What follows belongs to an exercise in optimizing a design on an open flow for small area and a short achievable clock period; a production flow would make more cautious choices.
No run shown here included a check of the RTL's function; only the layout flow was run.

==> flow/design.v (outline; a module is shown in full before it is edited, if it fits) <==
// module ebd_sampler: 52 lines
// module ebd_div12: 6 lines
// module ebd_deriver: 22 lines
// module ebd_unit: 9 lines
// module ebd_cmul_d12: 148 lines
// module ebd_cmul_vhg: 102 lines
// module ebd_cdiv_1000: 300 lines
// module ebd_umul: 317 lines
// module ebd_mfc: 235 lines
module ebd_mfc (
    input  wire        clk,
    input  wire        rst,
    output wire        adc_req,
    output wire [1:0]  adc_ch,
    input  wire        adc_done,
    input  wire [9:0]  adc_data,
    input  wire        btn_a,
    input  wire        btn_b,
    output wire [15:0] duty_out,
    output wire        load_en,
    output wire        fan_en,
    output wire        led,
    output wire        frame_valid,
    input  wire        disp_ack,
    input  wire        host_valid,
    input  wire        host_we,
    input  wire [3:0]  host_addr,
    input  wire [31:0] host_wdata,
    output reg  [31:0] host_rdata
);
  // ...
==> flow/flow/run.sh <==
#!/bin/bash
# The standard layout (the standard.sh, standard synthesis unchanged), with
# two changes to how it is made:
#  - the port buffers are buf_4 cells instead of the delay buffer buffer_ports
#    picks by default;
#  - the timing repair steps aim for a setup slack margin, so that they size
#    and buffer the longest paths instead of stopping at the 70 ns period.
# The constraints (constraint.sdc, the 70 ns clock) are the standard flow's, unchanged.
set -euo pipefail
export SETUP_SLACK_MARGIN=54.8
export BUFFER_PORTS_ARGS="-buffer_cell sky130_fd_sc_hd__buf_4"
bash standard.sh > standard.log 2>&1
==> flow/standard.sh <==
#!/bin/bash
# synth_recipe.tcl (not shown) runs the flow's synth.tcl, then flattens the netlist and writes it again
# the make line also repeats each setting of config.mk as NAME=value (left out here)
make -C /OpenROAD-flow-scripts/flow DESIGN_CONFIG=/design/flow/config.mk WORK_HOME=/design/flow/orfs CLKGATE_MAP_FILE= SYNTH_SCRIPT=/design/flow/synth_recipe.tcl "${@:-finish}"
==> flow/config.mk <==
export PLATFORM = sky130hd
export DESIGN_NAME = ebd_mfc
export DESIGN_NICKNAME = ebd_mfc
export VERILOG_FILES = /design/flow/design.v
export SDC_FILE = /design/flow/constraint.sdc
export NUM_CORES = 4
export LEC_CHECK = 0
export CAP_MARGIN = 20
export CORE_MARGIN = 2
export CORE_UTILIZATION = 40
export SLEW_MARGIN = 20
==> flow/constraint.sdc <==
create_clock -name core_clock -period 70.0 [get_ports {clk}]
set_input_delay 14.0000 -clock core_clock [delete_from_list [all_inputs] [get_ports {clk}]]
set_output_delay 14.0000 -clock core_clock [all_outputs]
set_load 0.01 [all_outputs]
==> results.yml, run 1 <==
clock_tree:
  cts_sinks: 607
  cts_buffers: 60
grt:
  grt_pass1_vias: 26400
  grt-ovfl-total: 0
  antenna_found_initial: 2
  use_met2_pct: 31.4
status:
  status: "finished clean"
critical_path:
  rr_endpoint: "host_rdata[9]"
  start_kind: "register"
  reg2reg_depth: 46
final_layout:
  fillers: 8926
  fin_util_pct: 45.3
  top_register: "u_sampler.ring"
  buf_share_pct: 3.26
  largest_reg_flops: 360
yosys:
  synth.area.mux_share_pct: 0.689
  ys_seq_area_share_pct: 41.7
timing:
  tightest_slew_ns: 1.04
  tns_ns: 0
  worst_hold_slack_ns: 0.401
  grt_setup_unrepaired: "yes"
place:
  postPlaceCellArea_um2: 40700
run:
  maxCapViolCount: 0
routing:
  drcViolationCount: 0
  wl_met3_mm: 6.44
  firstDrtPassIters: 6
floorplan:
  nWellTaps: 1265
==> module ebd_sampler, before the edit <==
module ebd_sampler (
    input  wire        clk,
    input  wire        rst,
    input  wire        wr_en,      
    input  wire [9:0]  wr_data,    
    input  wire [2:0]  phase,      
    output reg  [3:0]  cursor,
    output reg  [13:0] acc0,       
    output reg  [13:0] acc1,
    output reg  [13:0] acc2,
    output wire [13:0] acc_true,   
    output wire        p0,         
    output wire        p1,
    output wire        p2
);
    reg [359:0] ring;
    reg         full;       
    reg [9:0]   d_r;        
    reg         pend_r;     
    assign p0 = pend_r & (phase == 3'd1);
    assign p1 = pend_r & (phase == 3'd2);
    assign p2 = pend_r & (phase == 3'd3);
    wire [9:0]  old_val = full ? ring[359:350] : 10'd0;
    wire [13:0] acc_cur = (phase == 3'd1) ? acc0 : (phase == 3'd2) ? acc1 : acc2;
    assign acc_true = acc_cur - {4'd0, old_val} + {4'd0, d_r};
    always @(posedge clk) begin
        d_r <= wr_data;
        if (pend_r)
            ring <= {ring[349:0], d_r};
    end
    always @(posedge clk) begin
        if (rst) begin
            pend_r <= 1'b0;
            cursor <= 4'd0;
            full   <= 1'b0;
            acc0   <= 14'd0;
            acc1   <= 14'd0;
            acc2   <= 14'd0;
        end else begin
            pend_r <= wr_en;
            if (wr_en && phase == 3'd2)
                cursor <= (cursor == 4'd11) ? 4'd0 : cursor + 4'd1;
            if (p0) acc0 <= acc_true;
            if (p1) acc1 <= acc_true;
            if (p2) begin
                acc2 <= acc_true;
                if (cursor == 4'd0)
                    full <= 1'b1;
            end
        end
    end
endmodule
==> module ebd_div12, before the edit <==
module ebd_div12 (
    input  wire [13:0] a,
    output wire [9:0]  q
);
    ebd_cmul_d12 u_m (.x(a), .out(q));
endmodule
==> module ebd_deriver, before the edit <==
module ebd_deriver (
    input  wire        clk,
    input  wire [13:0] acc_true,   
    input  wire        p0,         
    input  wire        p1,         
    output reg  [9:0]  m_sh,       
    output wire [15:0] voltage,    
    output wire        hg
);
    wire [9:0] m_new;
    ebd_div12 u_div (.a(acc_true), .q(m_new));
    reg [9:0] m_lg;
    always @(posedge clk) begin
        if (p0) m_sh <= m_new;
        if (p1) m_lg <= m_new;
    end
    wire [15:0] v_hg;
    ebd_cmul_vhg u_vhg (.x(m_new), .out(v_hg));
    assign hg = (m_lg <= 10'd300);
    wire [15:0] v_lg = {2'd0, m_lg, 4'd0} + {4'd0, m_lg, 2'd0};
    assign voltage = hg ? v_hg : v_lg;
endmodule
==> module ebd_mfc, before the edit <==
module ebd_mfc (
    input  wire        clk,
    input  wire        rst,
    output wire        adc_req,
    output wire [1:0]  adc_ch,
    input  wire        adc_done,
    input  wire [9:0]  adc_data,
    input  wire        btn_a,
    input  wire        btn_b,
    output wire [15:0] duty_out,
    output wire        load_en,
    output wire        fan_en,
    output wire        led,
    output wire        frame_valid,
    input  wire        disp_ack,
    input  wire        host_valid,
    input  wire        host_we,
    input  wire [3:0]  host_addr,
    input  wire [31:0] host_wdata,
    output reg  [31:0] host_rdata
);
    localparam [2:0] PH_DERIVE    = 3'd3;
    localparam [2:0] PH_PROTECT   = 3'd4;
    localparam [2:0] PH_MODE      = 3'd5;
    localparam [2:0] PH_REGULATE  = 3'd6;
    localparam [2:0] PH_HANDOFF   = 3'd7;
    localparam [1:0] M_OFF = 2'd0;
    localparam [1:0] M_ON  = 2'd2;
    localparam [1:0] M_LVC = 2'd3;
    localparam [10:0] DUTY_OFF = 11'd1025;
    localparam [10:0] DUTY_MIN = 11'd300;
    localparam [10:0] DUTY_MAX = 11'd1000;
    reg [2:0]         phase;
    reg [12:0]        current_r;    
    reg [15:0]        voltage_r;    
    reg               hg_r;
    reg [10:0]        duty_r;
    reg [1:0]         mode_r;
    reg [1:0]         disp_mode_r;
    reg               last_ok_r;
    reg               pend_a_r;
    reg               pend_b_r;
    reg signed [31:0] target_r;
    reg signed [31:0] lvcut_r;
    reg               fan_r;
    wire [3:0]  cursor;
    wire [13:0] acc0, acc1, acc2, acc_true;
    wire        p0, p1, p2;
    wire sampling  = (phase <= 3'd2);
    wire sample_ok = sampling & adc_done;
    wire advance   = sampling ? adc_done :
                     (phase == PH_HANDOFF) ? disp_ack : 1'b1;
    wire [2:0] phase_next = advance ? phase + 3'd1 : phase;
    reg        adc_req_r;
    reg        frame_valid_r;
    reg        load_en_r;
    assign adc_req     = adc_req_r;
    assign adc_ch      = phase[1:0];
    assign frame_valid = frame_valid_r;
    ebd_sampler u_sampler (
        .clk      (clk),
        .rst      (rst),
        .wr_en    (sample_ok),
        .wr_data  (adc_data),
        .phase    (phase),
        .cursor   (cursor),
        .acc0     (acc0),
        .acc1     (acc1),
        .acc2     (acc2),
        .acc_true (acc_true),
        .p0       (p0),
        .p1       (p1),
        .p2       (p2)
    );
    wire [9:0]  m_sh;
    wire [15:0] d_voltage;
    wire        d_hg;
    ebd_deriver u_deriver (
        .clk      (clk),
        .acc_true (acc_true),
        .p0       (p0),
        .p1       (p1),
        .m_sh     (m_sh),
        .voltage  (d_voltage),
        .hg       (d_hg)
    );
    wire        derive  = (phase == PH_DERIVE);
    wire        v_neg   = voltage_r[15];
    wire [5:0]  v_mag_n = ~voltage_r[5:0] + 6'd1;
    wire [14:0] v_mag   = v_neg ? {9'd0, v_mag_n} : voltage_r[14:0];
    wire [12:0] unit_a  = derive ? 13'd4883 : current_r;
    wire [14:0] unit_b  = derive ? {5'd0, m_sh} : v_mag;
    wire [27:0] unit_u;
    wire [16:0] unit_q;
    ebd_unit u_unit (.a(unit_a), .b(unit_b), .u(unit_u), .q(unit_q));
    wire [8:0]  qn        = 9'd0 - {1'b0, unit_q[7:0]};
    wire [17:0] power_now = v_neg ? {{9{qn[8]}}, qn} : {1'b0, unit_q};
    wire        power_hi  = ~v_neg & (unit_u >= 28'd2501000);    
    reg  [17:0] power_r;
    always @(posedge clk)
        if (!derive)
            power_r <= power_now;
    wire [17:0] power     = derive ? power_r : power_now;
    reg [1:0]  mp_mode;
    reg [1:0]  mp_disp;
    reg        mp_last_ok;
    reg        mp_force_off;
    always @(*) begin
        mp_mode      = mode_r;
        mp_disp      = disp_mode_r;
        mp_last_ok   = last_ok_r;
        mp_force_off = 1'b0;
        if (pend_a_r) begin
            if (mp_mode == M_ON) begin
                mp_mode      = M_OFF;
                mp_force_off = 1'b1;
                mp_last_ok   = 1'b1;
            end else if (mp_mode == M_OFF) begin
                mp_mode      = M_ON;
                mp_last_ok   = 1'b1;
            end else begin
                mp_last_ok   = 1'b0;
            end
        end
        if (pend_b_r) begin
            if (mp_mode == M_OFF) begin
                mp_disp      = mp_disp + 2'd1;
            end else if (mp_mode == M_LVC) begin
                mp_mode      = M_OFF;
                mp_last_ok   = 1'b1;
            end
        end
    end
    wire signed [31:0] vol_s = {{16{voltage_r[15]}}, voltage_r};
    wire        t_neg  = target_r[31];
    wire        t_big  = ~t_neg & (|target_r[30:13]);           
    wire        t_fit  = ~t_neg & ~(|target_r[30:13]);          
    wire        cur_lt = t_big | (t_fit & (current_r < target_r[12:0]));
    wire        cur_gt = t_neg | (t_fit & (current_r > target_r[12:0]));
    wire        l_pos  = ~lvcut_r[31] & (|lvcut_r[30:15]);      
    wire        l_fit  = (lvcut_r[31:15] == 17'd0) | (lvcut_r[31:15] == 17'h1ffff);
    wire        vol_lt = l_pos | (l_fit & ($signed(voltage_r) < $signed(lvcut_r[15:0])));
    always @(posedge clk) begin
        if (rst) begin
            phase       <= 3'd0;
            current_r   <= 13'd0;
            voltage_r   <= 16'd0;
            hg_r        <= 1'b0;
            duty_r      <= DUTY_OFF;
            mode_r      <= M_OFF;
            disp_mode_r <= 2'd0;
            last_ok_r   <= 1'b0;
            pend_a_r    <= 1'b0;
            pend_b_r    <= 1'b0;
            target_r    <= 32'sd1000;
            lvcut_r     <= 32'sd2000;
            fan_r       <= 1'b0;
            adc_req_r     <= 1'b1;
            frame_valid_r <= 1'b0;
            load_en_r     <= 1'b0;
        end else begin
            phase         <= phase_next;
            adc_req_r     <= (phase_next <= 3'd2);
            frame_valid_r <= (phase_next == PH_HANDOFF);
            pend_a_r <= btn_a | (pend_a_r & (phase != PH_MODE));
            pend_b_r <= btn_b | (pend_b_r & (phase != PH_MODE));
            case (phase)
                PH_DERIVE: begin
                    current_r <= unit_q[12:0];
                    voltage_r <= d_voltage;
                    hg_r      <= d_hg;
                end
                PH_PROTECT: begin
                    fan_r   <= power_hi;
                end
                PH_MODE: begin
                    mode_r      <= mp_mode;
                    load_en_r   <= (mp_mode == M_ON);
                    disp_mode_r <= mp_disp;
                    last_ok_r   <= mp_last_ok;
                    if (mp_force_off)
                        duty_r <= DUTY_OFF;
                end
                PH_REGULATE: begin
                    if (mode_r == M_ON) begin
                        if (vol_lt) begin
                            duty_r    <= DUTY_OFF;
                            mode_r    <= M_LVC;
                            load_en_r <= 1'b0;
                            last_ok_r <= 1'b1;
                        end else if (cur_lt && duty_r > DUTY_MIN) begin
                            duty_r <= duty_r - 11'd1;
                        end else if (cur_gt && duty_r < DUTY_MAX) begin
                            duty_r <= duty_r + 11'd1;
                        end
                    end
                end
                default: ;
            endcase
            if (host_valid && host_we) begin
                case (host_addr)
                    4'h1: target_r <= host_wdata;
                    4'h2: lvcut_r  <= host_wdata;
                    default: ;
                endcase
            end
        end
    end
    wire [31:0] status = {18'd0, phase, pend_b_r, pend_a_r, last_ok_r, 1'b1,
                          load_en_r, fan_r, hg_r, disp_mode_r, mode_r};
    wire [15:0] rd_sel = 16'd1 << host_addr;
    wire [31:0] rd_mux = ({32{rd_sel[0]}}  & status)
                       | ({32{rd_sel[1]}}  & target_r)
                       | ({32{rd_sel[2]}}  & lvcut_r)
                       | ({32{rd_sel[3]}}  & {21'd0, duty_r})
                       | ({32{rd_sel[4]}}  & {19'd0, current_r})
                       | ({32{rd_sel[5]}}  & vol_s)
                       | ({32{rd_sel[6]}}  & {{14{power[17]}}, power})
                       | ({32{rd_sel[7]}}  & {28'd0, cursor})
                       | ({32{rd_sel[8]  & ~p0}} & {18'd0, acc0})
                       | ({32{rd_sel[9]  & ~p1}} & {18'd0, acc1})
                       | ({32{rd_sel[10] & ~p2}} & {18'd0, acc2})
                       | ({32{rd_sel[8] & p0 | rd_sel[9] & p1 | rd_sel[10] & p2}}
                          & {18'd0, acc_true});
    always @(posedge clk) begin
        if (rst)
            host_rdata <= 32'd0;
        else if (host_valid && !host_we)
            host_rdata <= rd_mux;
    end
    assign duty_out = {5'd0, duty_r};
    assign load_en  = load_en_r;
    assign fan_en   = fan_r;
    assign led      = 1'b1;
endmodule
==> inputs of run 2 (changes only) <==
--- a/flow/design.v
+++ b/flow/design.v
@@ -5,24 +5,25 @@
     input  wire [9:0]  wr_data,    
     input  wire [2:0]  phase,      
     output reg  [3:0]  cursor,
-    output reg  [13:0] acc0,       
-    output reg  [13:0] acc1,
-    output reg  [13:0] acc2,
-    output wire [13:0] acc_true,   
-    output wire        p0,         
-    output wire        p1,
-    output wire        p2
+    output wire [13:0] acc_sh,     
+    output wire [13:0] acc_lg,
+    output wire [13:0] acc_hg,
+    output wire [13:0] acc_true    
 );
     reg [359:0] ring;
     reg         full;       
     reg [9:0]   d_r;        
     reg         pend_r;     
-    assign p0 = pend_r & (phase == 3'd1);
-    assign p1 = pend_r & (phase == 3'd2);
-    assign p2 = pend_r & (phase == 3'd3);
+    reg [13:0]  acc0, acc1, acc2;
+    wire p0 = pend_r & (phase == 3'd1);
+    wire p1 = pend_r & (phase == 3'd2);
+    wire p2 = pend_r & (phase == 3'd3);
     wire [9:0]  old_val = full ? ring[359:350] : 10'd0;
     wire [13:0] acc_cur = (phase == 3'd1) ? acc0 : (phase == 3'd2) ? acc1 : acc2;
     assign acc_true = acc_cur - {4'd0, old_val} + {4'd0, d_r};
+    assign acc_sh = p0 ? acc_true : acc0;
+    assign acc_lg = p1 ? acc_true : acc1;
+    assign acc_hg = p2 ? acc_true : acc2;
     always @(posedge clk) begin
         d_r <= wr_data;
         if (pend_r)
@@ -54,186 +55,134 @@
     input  wire [13:0] a,
     output wire [9:0]  q
 );
-    ebd_cmul_d12 u_m (.x(a), .out(q));
+    wire [1:0] r [0:12];
+    wire [11:0] qq;
+    assign r[12] = 2'd0;
+    genvar i;
+    generate
+        for (i = 11; i >= 0; i = i - 1) begin : g_div3
+            wire [2:0] t = {r[i+1], a[i+2]};           
+            assign qq[i]  = (t >= 3'd3);
+            assign r[i]   = qq[i] ? (t - 3'd3) : t[1:0];
+        end
+    endgenerate
+    assign q = qq[9:0];
 endmodule
 module ebd_deriver (
-    input  wire        clk,
-    input  wire [13:0] acc_true,   
-    input  wire        p0,         
-    input  wire        p1,         
-    output reg  [9:0]  m_sh,       
+    input  wire [13:0] acc_sh,
+    input  wire [13:0] acc_lg,
+    input  wire [13:0] acc_hg,
+    output wire [12:0] current,    
     output wire [15:0] voltage,    
     output wire        hg
 );
-    wire [9:0] m_new;
-    ebd_div12 u_div (.a(acc_true), .q(m_new));
-    reg [9:0] m_lg;
-    always @(posedge clk) begin
-        if (p0) m_sh <= m_new;
-        if (p1) m_lg <= m_new;
-    end
+    wire [9:0] m_sh, m_lg, m_hg;
+    ebd_div12 u_dsh (.a(acc_sh), .q(m_sh));
+    ebd_div12 u_dlg (.a(acc_lg), .q(m_lg));
+    ebd_div12 u_dhg (.a(acc_hg), .q(m_hg));
+    ebd_cmul_i u_i (.x(m_sh), .out(current));
     wire [15:0] v_hg;
-    ebd_cmul_vhg u_vhg (.x(m_new), .out(v_hg));
-    assign hg = (m_lg <= 10'd300);
+    ebd_cmul_vhg u_vhg (.x(m_hg), .out(v_hg));
+    assign hg = (acc_lg < 14'd3612);
     wire [15:0] v_lg = {2'd0, m_lg, 4'd0} + {4'd0, m_lg, 2'd0};
     assign voltage = hg ? v_hg : v_lg;
 endmodule
-module ebd_unit (
-    input  wire [12:0] a,
-    input  wire [14:0] b,
-    output wire [27:0] u,
-    output wire [16:0] q
+module ebd_power (
+    input  wire [12:0] current,
+    input  wire [15:0] voltage,
+    output wire [31:0] power,
+    output wire        fan        
 );
-    ebd_umul u_mul (.a(a), .b(b), .out(u));
+    wire        neg = voltage[15];
+    wire [5:0]  mag_n = ~voltage[5:0] + 6'd1;
+    wire [14:0] mag   = neg ? {9'd0, mag_n} : voltage[14:0];
+    wire [27:0] u;                                    
+    ebd_umul u_mul (.a(current), .b(mag), .out(u));
+    wire [16:0] q;                                    
     ebd_cdiv_1000 u_div (.x(u[26:3]), .out(q));
+    wire [8:0]  qn = 9'd0 - {1'b0, q[7:0]};           
+    assign power = neg ? {{23{qn[8]}}, qn} : {15'd0, q};
+    assign fan   = ~neg & (u >= 28'd2501000);
 endmodule
-module ebd_cmul_d12 (x, out);
-    input wire [13:0] x;
-    output wire [9:0] out;
-    wire t1 = x[10] ^ x[8];
-    wire t2 = x[10] & x[8];
-    wire t3 = x[11] ^ x[9] ^ x[7];
-    wire t4 = (x[11] & x[9]) | (x[11] & x[7]) | (x[9] & x[7]);
-    wire t5 = x[12] ^ x[10] ^ x[8];
-    wire t6 = (x[12] & x[10]) | (x[12] & x[8]) | (x[10] & x[8]);
-    wire t7 = x[13] ^ x[11] ^ x[9];
-    wire t8 = (x[13] & x[11]) | (x[13] & x[9]) | (x[11] & x[9]);
-    wire t9 = x[12] ^ x[10];
-    wire t10 = x[12] & x[10];
-    wire t11 = x[13] ^ x[11];
-    wire t12 = x[13] & x[11];
-    wire t13 = x[6] ^ x[4];
-    wire t14 = x[6] & x[4];
-    wire t15 = x[7] ^ x[5] ^ x[3];
-    wire t16 = (x[7] & x[5]) | (x[7] & x[3]) | (x[5] & x[3]);
-    wire t17 = x[8] ^ x[6] ^ x[4];
-    wire t18 = (x[8] & x[6]) | (x[8] & x[4]) | (x[6] & x[4]);
-    wire t19 = x[2] ^ x[0];
-    wire t20 = x[2] & x[0];
-    wire t21 = x[9] ^ x[7] ^ x[5];
-    wire t22 = (x[9] & x[7]) | (x[9] & x[5]) | (x[7] & x[5]);
-    wire t23 = x[3] ^ x[1] ^ 1'b1;
-    wire t24 = (x[3] & x[1]) | (x[3] & 1'b1) | (x[1] & 1'b1);
-    wire t25 = x[6] ^ x[4] ^ x[2];
-    wire t26 = (x[6] & x[4]) | (x[6] & x[2]) | (x[4] & x[2]);
-    wire t27 = x[0] ^ 1'b1 ^ t1;
-    wire t28 = (x[0] & 1'b1) | (x[0] & t1) | (1'b1 & t1);
-    wire t29 = x[5] ^ x[3] ^ x[1];
-    wire t30 = (x[5] & x[3]) | (x[5] & x[1]) | (x[3] & x[1]);
-    wire t31 = 1'b1 ^ t3 ^ t2;
-    wire t32 = (1'b1 & t3) | (1'b1 & t2) | (t3 & t2);
-    wire t33 = x[6] ^ x[4] ^ x[2];
-    wire t34 = (x[6] & x[4]) | (x[6] & x[2]) | (x[4] & x[2]);
-    wire t35 = x[0] ^ t5 ^ t4;
-    wire t36 = (x[0] & t5) | (x[0] & t4) | (t5 & t4);
-    wire t37 = x[7] ^ x[5] ^ x[3];
-    wire t38 = (x[7] & x[5]) | (x[7] & x[3]) | (x[5] & x[3]);
-    wire t39 = x[1] ^ t7 ^ t6;
-    wire t40 = (x[1] & t7) | (x[1] & t6) | (t7 & t6);
-    wire t41 = x[8] ^ x[6] ^ x[4];
-    wire t42 = (x[8] & x[6]) | (x[8] & x[4]) | (x[6] & x[4]);
-    wire t43 = x[2] ^ t9 ^ t8;
-    wire t44 = (x[2] & t9) | (x[2] & t8) | (t9 & t8);
-    wire t45 = x[9] ^ x[7] ^ x[5];
-    wire t46 = (x[9] & x[7]) | (x[9] & x[5]) | (x[7] & x[5]);
-    wire t47 = x[3] ^ t11 ^ t10;
-    wire t48 = (x[3] & t11) | (x[3] & t10) | (t11 & t10);
-    wire t49 = x[12] ^ x[10] ^ x[8];
-    wire t50 = (x[12] & x[10]) | (x[12] & x[8]) | (x[10] & x[8]);
-    wire t51 = x[6] ^ x[4] ^ t12;
-    wire t52 = (x[6] & x[4]) | (x[6] & t12) | (x[4] & t12);
-    wire t53 = x[13] ^ x[11] ^ x[9];
-    wire t54 = (x[13] & x[11]) | (x[13] & x[9]) | (x[11] & x[9]);
-    wire t55 = x[7] ^ x[5];
-    wire t56 = x[7] & x[5];
-    wire t57 = x[12] ^ x[10] ^ x[8];
-    wire t58 = (x[12] & x[10]) | (x[12] & x[8]) | (x[10] & x[8]);
-    wire t59 = x[13] ^ x[11];
-    wire t60 = x[13] & x[11];
-    wire t61 = x[4] ^ x[2];
-    wire t62 = x[4] & x[2];
-    wire t63 = x[5] ^ x[3] ^ x[1];
-    wire t64 = (x[5] & x[3]) | (x[5] & x[1]) | (x[3] & x[1]);
-    wire t65 = x[2] ^ x[0] ^ 1'b1;
-    wire t66 = (x[2] & x[0]) | (x[2] & 1'b1) | (x[0] & 1'b1);
-    wire t67 = x[1] ^ 1'b1 ^ t15;
-    wire t68 = (x[1] & 1'b1) | (x[1] & t15) | (1'b1 & t15);
-    wire t69 = 1'b1 ^ t17 ^ t19;
-    wire t70 = (1'b1 & t17) | (1'b1 & t19) | (t17 & t19);
-    wire t71 = t21 ^ t23 ^ t18;
-    wire t72 = (t21 & t23) | (t21 & t18) | (t23 & t18);
-    wire t73 = t25 ^ t27 ^ t22;
-    wire t74 = (t25 & t27) | (t25 & t22) | (t27 & t22);
-    wire t75 = t29 ^ t31 ^ t26;
-    wire t76 = (t29 & t31) | (t29 & t26) | (t31 & t26);
-    wire t77 = t33 ^ t35 ^ t30;
-    wire t78 = (t33 & t35) | (t33 & t30) | (t35 & t30);
-    wire t79 = t37 ^ t39 ^ t34;
-    wire t80 = (t37 & t39) | (t37 & t34) | (t39 & t34);
-    wire t81 = t41 ^ t43 ^ t38;
-    wire t82 = (t41 & t43) | (t41 & t38) | (t43 & t38);
-    wire t83 = t45 ^ t47 ^ t42;
-    wire t84 = (t45 & t47) | (t45 & t42) | (t47 & t42);
-    wire t85 = t49 ^ t51 ^ t46;
-    wire t86 = (t49 & t51) | (t49 & t46) | (t51 & t46);
-    wire t87 = t53 ^ t55 ^ t50;
-    wire t88 = (t53 & t55) | (t53 & t50) | (t55 & t50);
-    wire t89 = x[6] ^ t57 ^ t54;
-    wire t90 = (x[6] & t57) | (x[6] & t54) | (t57 & t54);
-    wire t91 = x[9] ^ x[7] ^ t59;
-    wire t92 = (x[9] & x[7]) | (x[9] & t59) | (x[7] & t59);
-    wire t93 = x[12] ^ x[10] ^ x[8];
-    wire t94 = (x[12] & x[10]) | (x[12] & x[8]) | (x[10] & x[8]);
-    wire t95 = x[13] ^ x[11];
-    wire t96 = x[13] & x[11];
-    wire t97 = x[2] ^ x[0];
-    wire t98 = x[2] & x[0];
-    wire t99 = x[3] ^ x[1] ^ 1'b1;
-    wire t100 = (x[3] & x[1]) | (x[3] & 1'b1) | (x[1] & 1'b1);
-    wire t101 = x[0] ^ 1'b1 ^ t61;
-    wire t102 = (x[0] & 1'b1) | (x[0] & t61) | (1'b1 & t61);
-    wire t103 = 1'b1 ^ t63 ^ t62;
-    wire t104 = (1'b1 & t63) | (1'b1 & t62) | (t63 & t62);
-    wire t105 = t13 ^ t65 ^ t64;
-    wire t106 = (t13 & t65) | (t13 & t64) | (t65 & t64);
-    wire t107 = t14 ^ t67 ^ t66;
-    wire t108 = (t14 & t67) | (t14 & t66) | (t67 & t66);
-    wire t109 = t16 ^ t69 ^ t68;
-    wire t110 = (t16 & t69) | (t16 & t68) | (t69 & t68);
-    wire t111 = t20 ^ t71 ^ t70;
-    wire t112 = (t20 & t71) | (t20 & t70) | (t71 & t70);
-    wire t113 = t24 ^ t73 ^ t72;
-    wire t114 = (t24 & t73) | (t24 & t72) | (t73 & t72);
-    wire t115 = t28 ^ t75 ^ t74;
-    wire t116 = (t28 & t75) | (t28 & t74) | (t75 & t74);
-    wire t117 = t32 ^ t77 ^ t76;
-    wire t118 = (t32 & t77) | (t32 & t76) | (t77 & t76);
-    wire t119 = t36 ^ t79 ^ t78;
-    wire t120 = (t36 & t79) | (t36 & t78) | (t79 & t78);
-    wire t121 = t40 ^ t81 ^ t80;
-    wire t122 = (t40 & t81) | (t40 & t80) | (t81 & t80);
-    wire t123 = t44 ^ t83 ^ t82;
-    wire t124 = (t44 & t83) | (t44 & t82) | (t83 & t82);
-    wire t125 = t48 ^ t85 ^ t84;
-    wire t126 = (t48 & t85) | (t48 & t84) | (t85 & t84);
-    wire t127 = t52 ^ t87 ^ t86;
-    wire t128 = (t52 & t87) | (t52 & t86) | (t87 & t86);
-    wire t129 = t56 ^ t89 ^ t88;
-    wire t130 = (t56 & t89) | (t56 & t88) | (t89 & t88);
-    wire t131 = t58 ^ t91 ^ t90;
-    wire t132 = (t58 & t91) | (t58 & t90) | (t91 & t90);
-    wire t133 = t60 ^ t93 ^ t92;
-    wire t134 = (t60 & t93) | (t60 & t92) | (t93 & t92);
-    wire t135 = x[9] ^ t95 ^ t94;
-    wire t136 = (x[9] & t95) | (x[9] & t94) | (t95 & t94);
-    wire t137 = x[12] ^ x[10] ^ t96;
-    wire t138 = (x[12] & x[10]) | (x[12] & t96) | (x[10] & t96);
-    wire t139 = x[13] ^ x[11];
-    wire t140 = x[13] & x[11];
-    wire [29:0] ra = {1'b0, 1'b0, 1'b0, 1'b0, x[13], x[12], t139, t137, t135, t133, t131, t129, t127, t125, t123, t121, t119, t117, t115, t113, t111, t109, t107, t105, t103, t101, t99, 1'b1, x[1], x[0]};
-    wire [29:0] rb = {1'b0, 1'b0, 1'b0, 1'b0, 1'b0, t140, t138, t136, t134, t132, t130, t128, t126, t124, t122, t120, t118, t116, t114, t112, t110, t108, t106, t104, t102, t100, t98, t97, 1'b0, 1'b0};
-    wire [29:0] sum = ra + rb;
-    assign out = sum[25:16];
+module ebd_cmul_i (x, out);
+    input wire [9:0] x;
+    output wire [12:0] out;
+    wire t1 = x[7] ^ ~x[3];
+    wire t2 = x[7] & ~x[3];
+    wire t3 = x[8] ^ ~x[4];
+    wire t4 = x[8] & ~x[4];
+    wire t5 = x[9] ^ ~x[5];
+    wire t6 = x[9] & ~x[5];
+    wire t7 = x[9] ^ ~x[5];
+    wire t8 = x[9] & ~x[5];
+    wire t9 = ~x[6] ^ x[3];
+    wire t10 = ~x[6] & x[3];
+    wire t11 = ~x[7] ^ x[4];
+    wire t12 = ~x[7] & x[4];
+    wire t13 = ~x[8] ^ x[5];
+    wire t14 = ~x[8] & x[5];
+    wire t15 = ~x[9] ^ x[6];
+    wire t16 = ~x[9] & x[6];
+    wire t17 = x[7] ^ x[5];
+    wire t18 = x[7] & x[5];
+    wire t19 = x[8] ^ x[6];
+    wire t20 = x[8] & x[6];
+    wire t21 = x[9] ^ x[7];
+    wire t22 = x[9] & x[7];
+    wire t23 = x[5] ^ ~x[1];
+    wire t24 = x[5] & ~x[1];
+    wire t25 = x[6] ^ ~x[2] ^ x[0];
+    wire t26 = (x[6] & ~x[2]) | (x[6] & x[0]) | (~x[2] & x[0]);
+    wire t27 = x[1] ^ 1'b1 ^ t1;
+    wire t28 = (x[1] & 1'b1) | (x[1] & t1) | (1'b1 & t1);
+    wire t29 = x[2] ^ t3 ^ t2;
+    wire t30 = (x[2] & t3) | (x[2] & t2) | (t3 & t2);
+    wire t31 = x[3] ^ t5 ^ t4;
+    wire t32 = (x[3] & t5) | (x[3] & t4) | (t5 & t4);
+    wire t33 = ~x[6] ^ x[4] ^ t6;
+    wire t34 = (~x[6] & x[4]) | (~x[6] & t6) | (x[4] & t6);
+    wire t35 = ~x[7] ^ x[5] ^ x[0];
+    wire t36 = (~x[7] & x[5]) | (~x[7] & x[0]) | (x[5] & x[0]);
+    wire t37 = ~x[8] ^ x[6] ^ x[1];
+    wire t38 = (~x[8] & x[6]) | (~x[8] & x[1]) | (x[6] & x[1]);
+    wire t39 = ~x[9] ^ x[7] ^ x[2];
+    wire t40 = (~x[9] & x[7]) | (~x[9] & x[2]) | (x[7] & x[2]);
+    wire t41 = x[8] ^ x[3] ^ 1'b1;
+    wire t42 = (x[8] & x[3]) | (x[8] & 1'b1) | (x[3] & 1'b1);
+    wire t43 = x[9] ^ x[4] ^ ~x[0];
+    wire t44 = (x[9] & x[4]) | (x[9] & ~x[0]) | (x[4] & ~x[0]);
+    wire t45 = x[5] ^ ~x[1];
+    wire t46 = x[5] & ~x[1];
+    wire t47 = x[6] ^ ~x[2];
+    wire t48 = x[6] & ~x[2];
+    wire t49 = x[7] ^ ~x[3] ^ x[0];
+    wire t50 = (x[7] & ~x[3]) | (x[7] & x[0]) | (~x[3] & x[0]);
+    wire t51 = x[8] ^ ~x[4] ^ x[1];
+    wire t52 = (x[8] & ~x[4]) | (x[8] & x[1]) | (~x[4] & x[1]);
+    wire t53 = x[2] ^ x[0] ^ t7;
+    wire t54 = (x[2] & x[0]) | (x[2] & t7) | (x[0] & t7);
+    wire t55 = x[1] ^ t9 ^ t8;
+    wire t56 = (x[1] & t9) | (x[1] & t8) | (t9 & t8);
+    wire t57 = x[2] ^ t11 ^ t10;
+    wire t58 = (x[2] & t11) | (x[2] & t10) | (t11 & t10);
+    wire t59 = x[3] ^ t13 ^ t12;
+    wire t60 = (x[3] & t13) | (x[3] & t12) | (t13 & t12);
+    wire t61 = x[4] ^ t15 ^ t14;
+    wire t62 = (x[4] & t15) | (x[4] & t14) | (t15 & t14);
+    wire t63 = 1'b1 ^ t17 ^ t16;
+    wire t64 = (1'b1 & t17) | (1'b1 & t16) | (t17 & t16);
+    wire t65 = 1'b1 ^ t19 ^ t18;
+    wire t66 = (1'b1 & t19) | (1'b1 & t18) | (t19 & t18);
+    wire t67 = 1'b1 ^ t21 ^ t20;
+    wire t68 = (1'b1 & t21) | (1'b1 & t20) | (t21 & t20);
+    wire t69 = x[8] ^ 1'b1 ^ t22;
+    wire t70 = (x[8] & 1'b1) | (x[8] & t22) | (1'b1 & t22);
+    wire t71 = x[9] ^ 1'b1;
+    wire t72 = x[9] & 1'b1;
+    wire [31:0] ra = {1'b1, 1'b1, t71, t69, t67, t65, t63, t61, t59, t57, t55, t53, t51, t49, t47, t45, t43, t41, t39, t37, t35, t33, t31, t29, t27, t25, 1'b1, x[4], x[3], x[2], x[1], x[0]};
+    wire [31:0] rb = {1'b0, t72, t70, t68, t66, t64, t62, t60, t58, t56, t54, t52, t50, t48, t46, t44, t42, t40, t38, t36, t34, t32, t30, t28, t26, t24, t23, ~x[0], 1'b1, 1'b0, 1'b0, 1'b0};
+    wire [31:0] sum = ra + rb;
+    assign out = sum[30:18];
 endmodule
 module ebd_cmul_vhg (x, out);
     input wire [9:0] x;
@@ -1000,8 +949,7 @@
     reg signed [31:0] lvcut_r;
     reg               fan_r;
     wire [3:0]  cursor;
-    wire [13:0] acc0, acc1, acc2, acc_true;
-    wire        p0, p1, p2;
+    wire [13:0] acc_sh, acc_lg, acc_hg;
     wire sampling  = (phase <= 3'd2);
     wire sample_ok = sampling & adc_done;
     wire advance   = sampling ? adc_done :
@@ -1020,43 +968,30 @@
         .wr_data  (adc_data),
         .phase    (phase),
         .cursor   (cursor),
-        .acc0     (acc0),
-        .acc1     (acc1),
-        .acc2     (acc2),
-        .acc_true (acc_true),
-        .p0       (p0),
-        .p1       (p1),
-        .p2       (p2)
+        .acc_sh   (acc_sh),
+        .acc_lg   (acc_lg),
+        .acc_hg   (acc_hg),
+        .acc_true ()
     );
-    wire [9:0]  m_sh;
+    wire [12:0] d_current;
     wire [15:0] d_voltage;
     wire        d_hg;
     ebd_deriver u_deriver (
-        .clk      (clk),
-        .acc_true (acc_true),
-        .p0       (p0),
-        .p1       (p1),
-        .m_sh     (m_sh),
-        .voltage  (d_voltage),
-        .hg       (d_hg)
+        .acc_sh  (acc_sh),
+        .acc_lg  (acc_lg),
+        .acc_hg  (acc_hg),
+        .current (d_current),
+        .voltage (d_voltage),
+        .hg      (d_hg)
+    );
+    wire [31:0] power;
+    wire        power_hi;
+    ebd_power u_power (
+        .current (current_r),
+        .voltage (voltage_r),
+        .power   (power),
+        .fan     (power_hi)
     );
-    wire        derive  = (phase == PH_DERIVE);
-    wire        v_neg   = voltage_r[15];
-    wire [5:0]  v_mag_n = ~voltage_r[5:0] + 6'd1;
-    wire [14:0] v_mag   = v_neg ? {9'd0, v_mag_n} : voltage_r[14:0];
-    wire [12:0] unit_a  = derive ? 13'd4883 : current_r;
-    wire [14:0] unit_b  = derive ? {5'd0, m_sh} : v_mag;
-    wire [27:0] unit_u;
-    wire [16:0] unit_q;
-    ebd_unit u_unit (.a(unit_a), .b(unit_b), .u(unit_u), .q(unit_q));
-    wire [8:0]  qn        = 9'd0 - {1'b0, unit_q[7:0]};
-    wire [17:0] power_now = v_neg ? {{9{qn[8]}}, qn} : {1'b0, unit_q};
-    wire        power_hi  = ~v_neg & (unit_u >= 28'd2501000);    
-    reg  [17:0] power_r;
-    always @(posedge clk)
-        if (!derive)
-            power_r <= power_now;
-    wire [17:0] power     = derive ? power_r : power_now;
     reg [1:0]  mp_mode;
     reg [1:0]  mp_disp;
     reg        mp_last_ok;
@@ -1087,15 +1022,8 @@
             end
         end
     end
+    wire signed [31:0] cur_s = {19'd0, current_r};
     wire signed [31:0] vol_s = {{16{voltage_r[15]}}, voltage_r};
-    wire        t_neg  = target_r[31];
-    wire        t_big  = ~t_neg & (|target_r[30:13]);           
-    wire        t_fit  = ~t_neg & ~(|target_r[30:13]);          
-    wire        cur_lt = t_big | (t_fit & (current_r < target_r[12:0]));
-    wire        cur_gt = t_neg | (t_fit & (current_r > target_r[12:0]));
-    wire        l_pos  = ~lvcut_r[31] & (|lvcut_r[30:15]);      
-    wire        l_fit  = (lvcut_r[31:15] == 17'd0) | (lvcut_r[31:15] == 17'h1ffff);
-    wire        vol_lt = l_pos | (l_fit & ($signed(voltage_r) < $signed(lvcut_r[15:0])));
     always @(posedge clk) begin
         if (rst) begin
             phase       <= 3'd0;
@@ -1122,12 +1050,12 @@
             pend_b_r <= btn_b | (pend_b_r & (phase != PH_MODE));
             case (phase)
                 PH_DERIVE: begin
-                    current_r <= unit_q[12:0];
+                    current_r <= d_current;
                     voltage_r <= d_voltage;
                     hg_r      <= d_hg;
                 end
                 PH_PROTECT: begin
-                    fan_r   <= power_hi;
+                    fan_r <= power_hi;
                 end
                 PH_MODE: begin
                     mode_r      <= mp_mode;
@@ -1139,14 +1067,14 @@
                 end
                 PH_REGULATE: begin
                     if (mode_r == M_ON) begin
-                        if (vol_lt) begin
+                        if (vol_s < lvcut_r) begin
                             duty_r    <= DUTY_OFF;
                             mode_r    <= M_LVC;
                             load_en_r <= 1'b0;
                             last_ok_r <= 1'b1;
-                        end else if (cur_lt && duty_r > DUTY_MIN) begin
+                        end else if (cur_s < target_r && duty_r > DUTY_MIN) begin
                             duty_r <= duty_r - 11'd1;
-                        end else if (cur_gt && duty_r < DUTY_MAX) begin
+                        end else if (cur_s > target_r && duty_r < DUTY_MAX) begin
                             duty_r <= duty_r + 11'd1;
                         end
                     end
@@ -1164,20 +1092,23 @@
     end
     wire [31:0] status = {18'd0, phase, pend_b_r, pend_a_r, last_ok_r, 1'b1,
                           load_en_r, fan_r, hg_r, disp_mode_r, mode_r};
-    wire [15:0] rd_sel = 16'd1 << host_addr;
-    wire [31:0] rd_mux = ({32{rd_sel[0]}}  & status)
-                       | ({32{rd_sel[1]}}  & target_r)
-                       | ({32{rd_sel[2]}}  & lvcut_r)
-                       | ({32{rd_sel[3]}}  & {21'd0, duty_r})
-                       | ({32{rd_sel[4]}}  & {19'd0, current_r})
-                       | ({32{rd_sel[5]}}  & vol_s)
-                       | ({32{rd_sel[6]}}  & {{14{power[17]}}, power})
-                       | ({32{rd_sel[7]}}  & {28'd0, cursor})
-                       | ({32{rd_sel[8]  & ~p0}} & {18'd0, acc0})
-                       | ({32{rd_sel[9]  & ~p1}} & {18'd0, acc1})
-                       | ({32{rd_sel[10] & ~p2}} & {18'd0, acc2})
-                       | ({32{rd_sel[8] & p0 | rd_sel[9] & p1 | rd_sel[10] & p2}}
-                          & {18'd0, acc_true});
+    reg  [31:0] rd_mux;
+    always @(*) begin
+        case (host_addr)
+            4'h0: rd_mux = status;
+            4'h1: rd_mux = target_r;
+            4'h2: rd_mux = lvcut_r;
+            4'h3: rd_mux = {21'd0, duty_r};
+            4'h4: rd_mux = {19'd0, current_r};
+            4'h5: rd_mux = vol_s;
+            4'h6: rd_mux = power;
+            4'h7: rd_mux = {28'd0, cursor};
+            4'h8: rd_mux = {18'd0, acc_sh};
+            4'h9: rd_mux = {18'd0, acc_lg};
+            4'hA: rd_mux = {18'd0, acc_hg};
+            default: rd_mux = 32'd0;
+        endcase
+    end
     always @(posedge clk) begin
         if (rst)
             host_rdata <= 32'd0;
==> flow/run.sh (new file) <==
#!/bin/bash
# synth_recipe.tcl (not shown) runs the flow's synth.tcl, then flattens the netlist and writes it again
# the make line also repeats each setting of config.mk as NAME=value (left out here)
make -C /OpenROAD-flow-scripts/flow DESIGN_CONFIG=/design/flow/config.mk WORK_HOME=/design/flow/orfs CLKGATE_MAP_FILE= SYNTH_SCRIPT=/design/flow/synth_recipe.tcl finish
removed: flow/flow/run.sh
removed: flow/standard.sh
==> run 2 against run 1 <==
  * Still clean on timing, DRC and antenna
  * Final cell count increased by 4.5%
  * Routed wire length is 1.6% higher
  * Synthesized cell count up 6.0%
  * Clock skew down 0.016 ns
  * Fmax decreased by 15%
  * Largest cell class unchanged
  * Highest routed layer unchanged
==> results.yml, run 2 <==
critical_path:
  cp_common_cell: "ha_1"
  slowest_delay_ns: 0.52
  timing.rr.start: "phase[1]"
  worstPathArrival_ns: 18.46
  cp.required_ns: 70.49
  rr_endpoint: "current_r[8]"
  reg2reg_depth: 75
  slowest_stage: "fa_1"
  regToRegSetupSlack_ns: 52.03
  end_kind: "register"
  crit_path_max_fanout: 19
  critPathKind: "register to register"
  start_kind: "register"
clock_tree:
  cts_tree: "built"
  cts_setup_buffers: 0
  clock_latency_ns: 0.66
  cts_buffers: 60
  h-tree-depth: 2
  root_buffer: "clkbuf_16"
  clk_path_buf_depth: 3
  ctsResizeCount: 0
  cts_sinks: 569
  clk_transition_reported_paths_ns: 0.06
  hold_buffers: 0
floorplan:
  start_util_pct: 40.2
  num_io_pins: 109
  dieArea_um2: 101000
  fp.dieH_um: 318
  die_x_um: 318
  fp-row-count: 115
  core_um2: 98000
grt:
  grt_pass1_wl_mm: 160
  track_usage_pct: 20.2
  antenna_found_initial: 5
  grt_max_degree: 84
  grt_pass1_vias: 27400
  grt-ovfl-total: 0
yosys:
  ys_types: 98
  synth_area_um2: 39400
  async_flop_share_pct: 0
  ys.flop_type: "edfxtp_1"
  synth_warnings: 3
  ys_seq_area_share_pct: 38.1
  yosysTopAreaCellShare_pct: 27.4
  synthTopCellsByArea: "edfxtp_1, fa_1, dfxtp_1, ha_1, inv_1"
  synth.most_common_cell: "inv_1"
  netlist_instances: 3830
  synth_edf_count: 360
  synth_common_cells: "inv_1, edfxtp_1, nand2_1, ha_1, fa_1"
  syn_area_per_cell_um2: 10.3
  yosys_register_bits: 569
  yosysTopAreaCell: "edfxtp_1"
place:
  dp_hpwl_mm: 76.3
  port_buffers: 102
  gp_congestion: 0.894
timing:
  fin_skew_ns: 0.0684
  finalSetupViolations: 0
  tightest_slew_ns: 1.03
  clock.fmax_mhz: 55.6
  fin_crit_ns: 17.97
  slew_violations: 0
  finalCritPeriodShare_pct: 25.7
  slew_headroom_pct: 31.2
  hold_viol: 0
  tns_ns: 0
  grt_setup_unrepaired: "no"
routing:
  drtIter0Drc: 2283
  routedWlPerCell_um: 19.5
  avgViaCountPerCell: 5.34
  firstDrtPassIters: 8
  vias: 28100
  wl_met3_mm: 6.12
  antenna_left: 0
  drcViolationCount: 0
  routed.top_layer: "met5"
  wl_met2_mm: 46.1
  wirelength_mm: 103
  wl_met1_mm: 47.9
final_layout:
  largest_reg_flops: 360
  final_cell_mix: "inv_1, edfxtp_1, nand2_1, ha_1, fa_1"
  drive_above_1_share_pct: 5.63
  n_antenna_cell: 0
  layout_commonest_cell: "inv_1"
  fin_util_pct: 44.9
  top_register: "u_sampler.ring"
  syn2layout_area_growth_pct: 11.7
  final_nets: 4599
worst_hold_path:
  hold_depth: 0
  hold_end: "u_sampler.ring[338]"
  hold_start: "u_sampler.ring[328]"
  hp-class: "register to register"
run:
  maxCapViolCount: 0
status:
  status: "finished clean"
-- run 2: kinds of logic after synthesis --
family / Yosys count / share of synthesized area, %
AO/OA/AOI/OAI: 753 / 13.0
XOR/XNOR: 98 / 2.32
adder cells (fa/ha/maj): 615 / 25.3
buffers and inverters: 691 / 6.69
flip-flops: 569 / 38.1
multiplexers: 77 / 1.99
other: 2 / 0.0191
AND/OR/NAND/NOR: 1025 / 12.7
-- run 2: metal layers --
metal  track usage (%)  vias to the layer above
met5                 0                        -
met4              5.51                        2
met3              2.58                      146
met2              31.7                      814
met1              29.2                    13800
li1                  -                    13300
-- run 2: critical path, delay by kind of cell (launching register included) --
family                     cells  cell delay (ns)
AOI/OAI and AO/OA             30             6.73
xor gates and xnor gates       1             0.18
adders and majority gates     14             4.34
buffers and inverters          6             0.94
DFF                            1             0.46
muxes                          6             1.94
and+or+nand+nor               18             3.16
-- run 2: worst max path at each step --
stage	from	end	slack (ns)
2_1_floorplan	u_sampler.pend_r	current_r[8]	47.26
4_1_cts	phase[1]	current_r[8]	52.19
3_3_place_gp	phase[1]	current_r[8]	52.93
5_1_grt	phase[1]	current_r[12]	50.42
3_5_place_dp	phase[1]	current_r[8]	52.30
6_report	phase[1]	current_r[8]	52.03
-- run 2: cell type report --
type / instances / area [um2]
timing repair buffer: 168 / 1520
fill: 9254 / 54000
sequential: 569 / 15000
inverter: 557 / 2090
clock buffer: 85 / 1710
multi-input combinational: 2574 / 21800
clock inverter: 23 / 256
tap: 1287 / 1610
-- run 2: per-stage QoR --
stage	cells	setup slack, ns	instance area, um2	hold slack, ns
2_1_floorplan	3834	47.26	39400	0.400
3_3_place_gp	5155	52.93	42100	0.401
3_5_place_dp	5155	52.30	42100	0.405
4_1_cts	5263	52.19	44000	0.356
5_1_grt	5263	50.42	44000	0.364
6_report	5263	52.03	44000	0.373

-- what the ideal ports hide --
The flow's constraints put no driver on any port. The routed layouts listed below were extracted and timed again, unchanged, in two steps. Step 1, drivers: a clkbuf_16 drives clk and a buf_2 each remaining input, both assumed. Step 2, shift: input delay + t, output delay - t, t = (earliest + latest rising clock arrival at the registers) / 2. This alone moves slack from input paths to output paths. Slacks: ideal ports / drivers / drivers and shift; pairs: ideal ports / drivers.
| run | t, ns | slack for setup (ns) | worst setup path at the end | worst data-port slew with drivers (ns) |
|---|---|---|---|---|
| run 1 | 0.678 | 54.768 / 54.702 / 54.109 | input to register | 0.15 |
| run 2 | 0.683 | 52.026 / 52.026 / 52.026 | register to register | 0.10 |
After both steps every run listed still meets setup and hold. For run 1, which loses most, drivers alone change the setup slack by -0.066 ns; drivers and shift together by -0.659 ns.
